Source: an optimization exercise on an open RTL-to-GDS flow (aim: small area). Production flows keep margins and buffers that such runs may drop. Only simulation tests tie the RTL to the original design; equivalence was not proved. Power and IR drop assume default switching activity.

`design.v`:
```
module crc_link_engine (
    input  wire        clk,
    input  wire        rst,           
    input  wire        host_wr,
    input  wire [15:0] host_addr,
    input  wire [7:0]  host_wdata,
    output reg  [7:0]  host_rdata,
    input  wire        rx_valid,
    input  wire [7:0]  rx_data,
    output reg         rx_ready,
    output wire        tx_valid,
    output reg  [7:0]  tx_data,
    input  wire        tx_ready,
    output wire        busy
);
    localparam RESP_BUF_SIZE = 247;
    localparam [3:0] S_IDLE      = 4'h0,
                     S_DRAIN     = 4'h1,
                     S_AWAIT_ACK = 4'h2,
                     S_RETRY     = 4'h3,
                     S_AWAIT_RSP = 4'h4,
                     S_SEND_RACK = 4'h5,
                     S_DRAIN_TR  = 4'h6,
                     S_DONE      = 4'h7,
                     S_FAILED    = 4'h8;
    localparam [7:0] R_NONE     = 8'h00,
                     R_OK       = 8'h01,
                     R_COMM     = 8'h02,
                     R_CORRUPT  = 8'h03,
                     R_SEQ      = 8'h04,
                     R_PAYLOAD  = 8'h05,
                     R_UNKNOWN  = 8'h06,
                     R_ABORTED  = 8'h07;
    localparam [7:0] C_CRC_INIT   = 8'h01,
                     C_CRC_UPDATE = 8'h02,
                     C_START      = 8'h10,
                     C_ABORT      = 8'h11;
    function [15:0] crc_step;
        input [15:0] c;
        input [7:0]  x;
        integer k;
        reg [15:0] v;
        begin
            v = c ^ {x, 8'h00};
            for (k = 0; k < 8; k = k + 1)
                v = v[15] ? ((v << 1) ^ 16'h1021) : (v << 1);
            crc_step = v;
        end
    endfunction
    function [15:0] crc_hdr;
        input [7:0] b0, b1, b2, b3;
        begin
            crc_hdr = crc_step(crc_step(crc_step(crc_step(16'hFFFF, b0), b1), b2), b3);
        end
    endfunction
    reg [3:0]  state;
    reg        retried;
    reg        rej;
    reg [7:0]  result;
    reg [7:0]  req_tc, req_iid, req_rc;
    reg        req_exp;
    reg [7:0]  x_tc, x_iid, x_rc;
    reg        x_exp;
    reg [7:0]  seq;
    reg [15:0] ctr;
    reg [7:0]  resp_seq;
    reg [7:0]  resp_len;
    reg [7:0]  resp_buf [0:RESP_BUF_SIZE-1];
    reg [15:0] crc_acc;
    reg [7:0]  crc_data;
    reg [8:0]  bcnt;             
    reg [7:0]  fb [0:9];         
    reg        rsp_body;         
    reg [15:0] pcrc;             
    reg        echo_ok;          
    reg [8:0]  dlen;             
    reg        tx_busy;
    reg        tx_is_ack;
    reg [4:0]  tx_idx;
    reg [7:0]  tx_seq, tx_tc, tx_iid, tx_rc;
    reg [15:0] tx_ctr;
    assign busy     = (state >= S_DRAIN) && (state <= S_DRAIN_TR);
    assign tx_valid = tx_busy;
    wire [7:0] status = {1'b0, rej, retried, busy, state};
    wire [15:0] buf_idx = host_addr - 16'h0100;
    always @(*) begin
        case (host_addr)
            16'h0001: host_rdata = status;
            16'h0002: host_rdata = result;
            16'h0003: host_rdata = req_tc;
            16'h0004: host_rdata = req_iid;
            16'h0005: host_rdata = req_rc;
            16'h0006: host_rdata = {7'b0, req_exp};
            16'h0007: host_rdata = seq;
            16'h0008: host_rdata = ctr[7:0];
            16'h0009: host_rdata = ctr[15:8];
            16'h000A: host_rdata = resp_seq;
            16'h000B: host_rdata = resp_len;
            16'h000C: host_rdata = crc_data;
            16'h000D: host_rdata = crc_acc[7:0];
            16'h000E: host_rdata = crc_acc[15:8];
            default: begin
                if (host_addr >= 16'h0100 && host_addr < 16'h0100 + RESP_BUF_SIZE &&
                    buf_idx < {8'h00, resp_len})
                    host_rdata = resp_buf[buf_idx[7:0]];
                else
                    host_rdata = 8'h00;
            end
        endcase
    end
    wire [15:0] req_hcrc = crc_hdr(8'h80, 8'h08, 8'h00, tx_seq);
    wire [15:0] req_pcrc =
        crc_step(crc_step(crc_step(crc_step(
        crc_step(crc_step(crc_step(crc_step(16'hFFFF,
            8'h80), tx_tc), 8'h01), 8'h00), tx_iid), tx_ctr[7:0]), tx_ctr[15:8]), tx_rc);
    wire [15:0] ack_hcrc = crc_hdr(8'h40, 8'h00, 8'h00, tx_seq);
    always @(*) begin
        if (tx_is_ack) begin
            case (tx_idx)
                5'd0: tx_data = 8'hAA;
                5'd1: tx_data = 8'h55;
                5'd2: tx_data = 8'h40;
                5'd3: tx_data = 8'h00;
                5'd4: tx_data = 8'h00;
                5'd5: tx_data = tx_seq;
                5'd6: tx_data = ack_hcrc[7:0];
                5'd7: tx_data = ack_hcrc[15:8];
                default: tx_data = 8'hFF;
            endcase
        end else begin
            case (tx_idx)
                5'd0:  tx_data = 8'hAA;
                5'd1:  tx_data = 8'h55;
                5'd2:  tx_data = 8'h80;
                5'd3:  tx_data = 8'h08;
                5'd4:  tx_data = 8'h00;
                5'd5:  tx_data = tx_seq;
                5'd6:  tx_data = req_hcrc[7:0];
                5'd7:  tx_data = req_hcrc[15:8];
                5'd8:  tx_data = 8'h80;
                5'd9:  tx_data = tx_tc;
                5'd10: tx_data = 8'h01;
                5'd11: tx_data = 8'h00;
                5'd12: tx_data = tx_iid;
                5'd13: tx_data = tx_ctr[7:0];
                5'd14: tx_data = tx_ctr[15:8];
                5'd15: tx_data = tx_rc;
                5'd16: tx_data = req_pcrc[7:0];
                default: tx_data = req_pcrc[15:8];
            endcase
        end
    end
    wire [15:0] rx_hcrc   = crc_hdr(fb[2], fb[3], fb[4], fb[5]);
    wire        ack_intact = fb[0] == 8'hAA && fb[1] == 8'h55 &&
                             fb[3] == 8'h00 && fb[4] == 8'h00 &&
                             {fb[7], fb[6]} == rx_hcrc &&
                             fb[8] == 8'hFF && fb[9] == 8'hFF;
    wire        ack_is_ack   = fb[2] == 8'h40;
    wire        ack_is_retry = fb[2] == 8'h04;
    wire        hdr_ok = fb[0] == 8'hAA && fb[1] == 8'h55 && fb[2] == 8'h80 &&
                         fb[4] == 8'h00 && {fb[7], fb[6]} == rx_hcrc;
    reg [7:0] echo_byte;
    wire [8:0] pidx = bcnt - 9'd8;           
    always @(*) begin
        case (pidx[2:0])
            3'd0: echo_byte = 8'h80;
            3'd1: echo_byte = x_tc;
            3'd2: echo_byte = 8'h00;
            3'd3: echo_byte = 8'h01;
            3'd4: echo_byte = x_iid;
            3'd5: echo_byte = ctr[7:0];
            3'd6: echo_byte = ctr[15:8];
            default: echo_byte = x_rc;
        endcase
    end
    wire [8:0] plen      = {1'b0, fb[3]};
    wire [8:0] frame_len = plen + 9'd10;
    wire cmd_wr  = host_wr && host_addr == 16'h0000;
    wire do_start = cmd_wr && host_wdata == C_START && !busy;
    wire do_abort = cmd_wr && host_wdata == C_ABORT && busy;
    always @(*) begin
        rx_ready = 1'b0;
        if (!do_abort) begin
            case (state)
                S_DRAIN, S_DRAIN_TR: rx_ready = 1'b1;
                S_AWAIT_ACK, S_RETRY: rx_ready = bcnt < 9'd10;
                S_AWAIT_RSP: rx_ready = rsp_body ? (bcnt < frame_len) : (bcnt < 9'd8);
                default: rx_ready = 1'b0;
            endcase
        end
    end
    wire take = rx_ready && rx_valid;
    integer i;
    task finish;
        input [7:0] r;
        begin
            result   <= r;
            if (r != R_OK) resp_len <= 8'h00;
            rsp_body <= 1'b0;
            bcnt     <= 9'd0;
            dlen     <= 9'd0;
            seq      <= seq + 8'd1;
            ctr      <= ctr + 16'd1;
            state    <= (r == R_OK) ? S_DONE : S_FAILED;
        end
    endtask
    task send;
        input       is_ack;
        input [7:0] s;
        begin
            tx_busy   <= 1'b1;
            tx_is_ack <= is_ack;
            tx_idx    <= 5'd0;
            tx_seq    <= s;
            tx_tc     <= x_tc;
            tx_iid    <= x_iid;
            tx_rc     <= x_rc;
            tx_ctr    <= ctr;
        end
    endtask
    always @(posedge clk) begin
        if (rst) begin
            state     <= S_IDLE;
            retried   <= 1'b0;
            rej       <= 1'b0;
            result    <= R_NONE;
            req_tc    <= 8'h00;
            req_iid   <= 8'h00;
            req_rc    <= 8'h00;
            req_exp   <= 1'b0;
            x_tc      <= 8'h00;
            x_iid     <= 8'h00;
            x_rc      <= 8'h00;
            x_exp     <= 1'b0;
            seq       <= 8'h00;
            ctr       <= 16'h0000;
            resp_seq  <= 8'h00;
            resp_len  <= 8'h00;
            for (i = 0; i < RESP_BUF_SIZE; i = i + 1) resp_buf[i] <= 8'h00;
            crc_acc   <= 16'hFFFF;
            crc_data  <= 8'h00;
            bcnt      <= 9'd0;
            for (i = 0; i < 10; i = i + 1) fb[i] <= 8'h00;
            rsp_body  <= 1'b0;
            pcrc      <= 16'hFFFF;
            echo_ok   <= 1'b1;
            dlen      <= 9'd0;
            tx_busy   <= 1'b0;
            tx_is_ack <= 1'b0;
            tx_idx    <= 5'd0;
            tx_seq    <= 8'h00;
            tx_tc     <= 8'h00;
            tx_iid    <= 8'h00;
            tx_rc     <= 8'h00;
            tx_ctr    <= 16'h0000;
        end else begin
            if (tx_busy && tx_ready) begin
                if ((tx_is_ack && tx_idx == 5'd9) || (!tx_is_ack && tx_idx == 5'd17))
                    tx_busy <= 1'b0;
                else
                    tx_idx <= tx_idx + 5'd1;
            end
            if (host_wr) begin
                case (host_addr)
                    16'h0003: req_tc  <= host_wdata;
                    16'h0004: req_iid <= host_wdata;
                    16'h0005: req_rc  <= host_wdata;
                    16'h0006: req_exp <= host_wdata[0];
                    16'h0007: if (!busy) seq <= host_wdata;
                    16'h0008: if (!busy) ctr[7:0] <= host_wdata;
                    16'h0009: if (!busy) ctr[15:8] <= host_wdata;
                    16'h000C: crc_data <= host_wdata;
                    16'h0000: begin
                        case (host_wdata)
                            C_CRC_INIT:   crc_acc <= 16'hFFFF;
                            C_CRC_UPDATE: crc_acc <= crc_step(crc_acc, crc_data);
                            C_START:      if (busy) rej <= 1'b1;
                            default: ;
                        endcase
                    end
                    default: ;
                endcase
            end
            if (do_start) begin
                x_tc     <= req_tc;
                x_iid    <= req_iid;
                x_rc     <= req_rc;
                x_exp    <= req_exp;
                retried  <= 1'b0;
                rej      <= 1'b0;
                result   <= R_NONE;
                resp_seq <= 8'h00;
                resp_len <= 8'h00;
                rsp_body <= 1'b0;
                bcnt     <= 9'd0;
                dlen     <= 9'd0;
                state    <= S_DRAIN;
            end else if (do_abort) begin
                finish(R_ABORTED);
            end else begin
                if (take && bcnt < 9'd10)
                    fb[bcnt[3:0]] <= rx_data;
                case (state)
                    S_DRAIN, S_DRAIN_TR: begin
                        if (take) begin
                            bcnt <= bcnt + 9'd1;
                            case (bcnt)
                                9'd0: if (rx_data != 8'hAA) finish(R_UNKNOWN);
                                9'd1: if (rx_data != 8'h55) finish(R_UNKNOWN);
                                9'd2: begin
                                    if (rx_data == 8'h40) dlen <= 9'd10;
                                    else if (rx_data != 8'h80 && rx_data != 8'h4E) finish(R_UNKNOWN);
                                end
                                9'd3: begin
                                    if (fb[2] == 8'h80) begin
                                        dlen <= {1'b0, rx_data} + 9'd10;
                                    end
                                end
                                9'd4: begin
                                    if (fb[2] == 8'h4E) begin
                                        if (fb[3] == 8'h00 && rx_data == 8'h53) dlen <= 9'd25;
                                        else finish(R_UNKNOWN);
                                    end
                                end
                                default: ;
                            endcase
                            if (bcnt >= 9'd4 && dlen != 9'd0 && bcnt + 9'd1 == dlen) begin
                                bcnt <= 9'd0;
                                dlen <= 9'd0;
                            end
                        end else if (!rx_valid && bcnt == 9'd0) begin
                            if (state == S_DRAIN) begin
                                if (!tx_busy) begin
                                    send(1'b0, seq);
                                    state <= S_AWAIT_ACK;
                                end
                            end else begin
                                finish(R_OK);
                            end
                        end
                    end
                    S_AWAIT_ACK, S_RETRY: begin
                        if (take) begin
                            bcnt <= bcnt + 9'd1;
                        end else if (bcnt == 9'd10) begin
                            if (!ack_intact) begin
                                finish(R_CORRUPT);
                            end else if (ack_is_ack) begin
                                if (fb[5] != seq) finish(R_SEQ);
                                else begin
                                    bcnt <= 9'd0;
                                    if (x_exp) begin
                                        rsp_body <= 1'b0;
                                        state    <= S_AWAIT_RSP;
                                    end else begin
                                        state    <= S_DRAIN_TR;
                                    end
                                end
                            end else if (ack_is_retry) begin
                                if (state == S_RETRY) begin
                                    finish(R_COMM);
                                end else if (!tx_busy) begin
                                    retried <= 1'b1;
                                    send(1'b0, seq);
                                    bcnt    <= 9'd0;
                                    state   <= S_RETRY;
                                end
                            end else begin
                                finish(R_CORRUPT);
                            end
                        end
                    end
                    S_AWAIT_RSP: begin
                        if (!rsp_body) begin
                            if (take) begin
                                bcnt <= bcnt + 9'd1;
                            end else if (bcnt == 9'd8) begin
                                if (!hdr_ok) finish(R_CORRUPT);
                                else begin
                                    rsp_body <= 1'b1;
                                    pcrc     <= 16'hFFFF;
                                    echo_ok  <= 1'b1;
                                end
                            end
                        end else begin
                            if (take) begin
                                bcnt <= bcnt + 9'd1;
                                if (pidx < plen) begin
                                    pcrc <= crc_step(pcrc, rx_data);
                                    if (pidx < 9'd8) begin
                                        if (rx_data != echo_byte) echo_ok <= 1'b0;
                                    end else begin
                                        resp_buf[pidx[7:0] - 8'd8] <= rx_data;
                                    end
                                end else if (pidx == plen) begin
                                    fb[8] <= rx_data;           
                                end else begin
                                    fb[9] <= rx_data;           
                                end
                            end else if (bcnt == frame_len) begin
                                if (plen < 9'd8 || !echo_ok) finish(R_PAYLOAD);
                                else if ({fb[9], fb[8]} != pcrc) finish(R_CORRUPT);
                                else begin
                                    resp_seq <= fb[5];
                                    resp_len <= fb[3] - 8'd8;
                                    rsp_body <= 1'b0;
                                    bcnt     <= 9'd0;
                                    state    <= S_SEND_RACK;
                                end
                            end
                        end
                    end
                    S_SEND_RACK: begin
                        if (!tx_busy) begin
                            send(1'b1, resp_seq);
                            state <= S_DRAIN_TR;
                        end
                    end
                    default: ;
                endcase
            end
        end
    end
endmodule
```
`run.sh`:
```
#!/bin/bash
# synth_recipe.tcl (not shown) runs the flow's synth.tcl, then flattens the netlist and writes it again
# the make line also repeats each setting of config.mk as NAME=value (left out here)
make -C /OpenROAD-flow-scripts/flow DESIGN_CONFIG=/design/flow/config.mk WORK_HOME=/design/flow/orfs CLKGATE_MAP_FILE= SYNTH_SCRIPT=/design/flow/synth_recipe.tcl finish
```
`config.mk`:
```
export PLATFORM = sky130hd
export DESIGN_NAME = crc_link_engine
export DESIGN_NICKNAME = crc_link_engine
export VERILOG_FILES = /design/flow/design.v
export SDC_FILE = /design/flow/constraint.sdc
export NUM_CORES = 4
export LEC_CHECK = 0
export CAP_MARGIN = 20
export CORE_MARGIN = 2
export CORE_UTILIZATION = 45
export PLACE_DENSITY = 0.6
export SLEW_MARGIN = 20
```
`constraint.sdc`:
```
create_clock -name core_clock -period 10.0 [get_ports {clk}]
set_input_delay 2.0000 -clock core_clock [delete_from_list [all_inputs] [get_ports {clk}]]
set_output_delay 2.0000 -clock core_clock [all_outputs]
set_load 0.01 [all_outputs]
```
==> notes.md <==
==> kinds of logic (layout without fill, tap and decap cells) <==
group,count (synthesis),after routing,share of synthesized area
xor gates and xnor gates,361,361,0.0349
buffers and inverters,827,876,0.0289
AOI/OAI and AO/OA,797,797,0.0464
and+or+nand+nor,3125,3125,0.116
other,0,5,0
DFF,2342,2342,0.618
adders and majority gates,45,45,0.00510
muxes,821,821,0.151
==> sequential cells by signal, summed over array words and instances (netlist names), 9 cells and up <==
name / flops
tx_ctr: 16
bcnt: 9
crc_acc: 16
pcrc: 16
fb: 80
dlen: 9
resp_buf: 2048
ctr: 16
==> critical path: stages <==
cell	delay [ns]
buf_8	0.51
buf_4	0.45
buf_12	0.31
mux4_2	0.56
mux4_2	0.57
mux4_2	0.56
mux2_2	0.38
a21oi_1	0.36
o221ai_1	0.31
clkdlybuf4s50_1	0.60
==> synth_stat cells, types with 11 or more instances <==
cell type / count / share of area
a211oi_1: 19 / 0.0013
a21o_1: 101 / 0.0069
a21oi_1: 170 / 0.0077
a221o_1: 11 / 0.0010
a221oi_1: 40 / 0.0032
a222oi_1: 24 / 0.0022
a22oi_1: 18 / 0.0012
a31oi_1: 13 / 0.00074
and2_1: 94 / 0.0053
and3_1: 49 / 0.0028
buf_1: 79 / 0.0027
buf_2: 17 / 0.00077
clkbuf_1: 671 / 0.023
dfxtp_1: 214 / 0.039
edfxtp_1: 2128 / 0.58
ha_1: 45 / 0.0051
inv_1: 47 / 0.0016
mux2_2: 23 / 0.0023
mux2i_1: 126 / 0.011
mux4_2: 672 / 0.14
nand2_1: 431 / 0.015
nand2b_1: 13 / 0.00074
nand3_1: 89 / 0.0040
nand4_1: 24 / 0.0014
nor2_1: 2241 / 0.076
nor2b_1: 25 / 0.0014
nor3_1: 53 / 0.0024
nor4_1: 24 / 0.0014
o2111ai_1: 18 / 0.0014
o211ai_1: 30 / 0.0020
o21a_1: 17 / 0.0012
o21ai_0: 228 / 0.010
o21ai_1: 29 / 0.0013
o22ai_1: 19 / 0.0011
or2_2: 12 / 0.00068
or3_1: 14 / 0.00079
xnor2_1: 200 / 0.016
xnor3_1: 33 / 0.0067
xor2_1: 109 / 0.0086
==> power breakdown <==
| group | total (mW) | internal, mW | switching, mW |
|---|---|---|---|
| registers | 11.4 | 11.1 | 0.282 |
| clock network | 8.95 | 4.95 | 4.00 |
| logic | 3.23 | 1.32 | 1.91 |
==> area by class of cell <==
cell class	count	area, um^2	share of cell area
repair buffers	378	3470	0.0282
inverters	49	189	0.00154
clock inverters	154	1510	0.0123
multi-input cells	5149	39300	0.320
well taps	3202	4010	0.0326
flip-flops and latches	2342	68200	0.555
diodes	5	12.5	0.000102
clock buffers	295	6260	0.0509
==> through the flow <==
stage	hold slack, ns	instance area, um^2
finish	0.478	123000
floorplan	0.438	110000
global placement	0.462	115000
detailed placement	0.464	115000
CTS	0.472	123000
global route	0.500	123000
==> path summary, 6_finish.rpt <==
kind	from	to	slack [ns]	cells past startpoint
setup / recovery	host_addr[0]	host_rdata[1]	1.26	10
setup reg to reg	bcnt[3]	resp_buf[74][0]	3.35	12
hold / removal	x_tc[3]	x_tc[3]	0.48	2
hold reg to reg	x_tc[3]	x_tc[3]	0.48	2
==> metal layers <==
metal  track usage  up-vias
met5       0.00251        -
met4         0.112       14
met3        0.0648      818
met2         0.451     4680
met1         0.392    37700
li1              -    30200
==> cell usage in the layout, fill, tap and decap left out, types with 101 or more instances in the layout <==
cell / n
buf_4: 287
clkbuf_16: 238
edfxtp_1: 2128
xor2_1: 109
a21o_1: 101
o21ai_0: 178
nor2_1: 2236
xnor2_1: 200
dfxtp_1: 214
mux4_2: 672
a21oi_1: 168
nand2_1: 420
mux2i_1: 126
==> notes.md <==
- Worst-margin pin slew: 1.24 ns
- M1 wire length: 140 mm
- Vias in the first global route: 71500
- Worst-path clk slew: 0.06 ns
- CP arrival: 6.74 ns
- Fin util: 0.504
- Overall Power: 23.6 mW
- Final net count: 8240
- Post-synth top flop: edfxtp_1
- Outcome: no timing/DRC/antenna violations
- Initial Util: 0.453
- Mapped Area: 110000 um^2
- Post-synthesis sequential area ratio: 0.618
- Min-delay worst type: register to register
- Vias: 73400
- Worst slew margin: 0.171
- DRC violations left: 0
- Hold Vio Cnt, Final: 0
- PostCTS Resize Cnt: 0
- Full die area: 249000 um^2
- Routed wl met2: 169 mm
- Post-synth cell types: 92
- Number of synthesized flops with an enable pin: 2128
- Fill count: 20600
- Peak supply drop: 192 uV
- Detailed placement HPWL: 229 mm
- Final Non-Filler Cells: 11600
- Net count after synthesis: 8400
- H-tree levels: 4
- Post-Synthesis Cells: 8318
- Hold-fix buffers, CTS: 0
- Clk_skew: 0.0794 ns
- Initial DRC count: 11100
- Total Routed Length: 365 mm
- Req. time, crit path: 8.00 ns
- Uppermost layer routed: met5
- CTS tree: built
- Syn Area/Cell: 13.3 um^2
- Startpoint Class: input port
- Pin count of the biggest net entering global routing: 79
- Post-route clock period utilization: 0.874
- Grt ovf: 0
- First-pass DRT Iterations: 8
- Overall Global Routing Usage: 0.288
- Worst-Skew Late Latency: 0.91 ns
- Post-CTS Repair Setup Buffers: 0
- Floorplan row count: 181
- Area growth from synthesis to layout: 11.3%
- Cell count after placement: 11100
- Critical path endpoint category: output port
- I/O pin cnt: 56
- Max Cap Violations: 0
- Clock sink count: 2342
- YS warnings: 1
- Die Y: 499 um
- Final worst setup slack: 1.26 ns
- Vias/cell: 6.35
- Synth Register Bits: 2342
- Final antenna-violating net count: 0
- CTS Buffer Depth: 3
- CTS root buf: clkbuf_16
- First-pass GRT wire length: 518 mm
- Leakage power: 39.0 nW
- Wire per inst: 31.5 um
- Fmax: 0.114 GHz
- Pwr Density: 192 nW/um^2
- Critical path class: input port to output port
- Crit path time final: 8.74 ns
- Routed length on met3: 40.5 mm
- TNS Setup: 0 ns
- Slew Viols, Final: 0
- Final Wtd Congestion: 0.927
- CTS buffer count: 238
- RSZ-0062 raised after global routing: false
- CP Max Fanout: 50
- Core Box Area: 244000 um^2
- Die width: 499 um
- Layout cells sized above 1: 0.176
- Port buffer count: 55
- Final setup fails: 0
- Worst setup slack after placement: 1.33 ns
- Async SR Flop Fraction: 0
- Antenna violations before repair: 20

==> afterwards: timing with drivers on the ports <==
Ports are ideal in the flow. The routed layout listed here was re-timed in OpenROAD. Step 1 assumes that a clkbuf_16 drives the clock port and a buf_2 every other input. Step 2 times the ports against the registers' clock, not the clock port: input delays grow and output delays shrink by t, the midpoint of the rising clock arrivals with the driver on. Three values: no drivers, after step 1, after step 2; two values: the first two.
shift t [ns]: 0.983
setup slack, ns: 1.262 / 1.213 / 1.213
worst setup path at the end: input to output
clock arrival spread, ns: 0.107 / 0.107
After both steps this run still meets setup and hold. For this run, drivers alone change the setup slack by -0.049 ns; drivers and shift together by -0.049 ns.
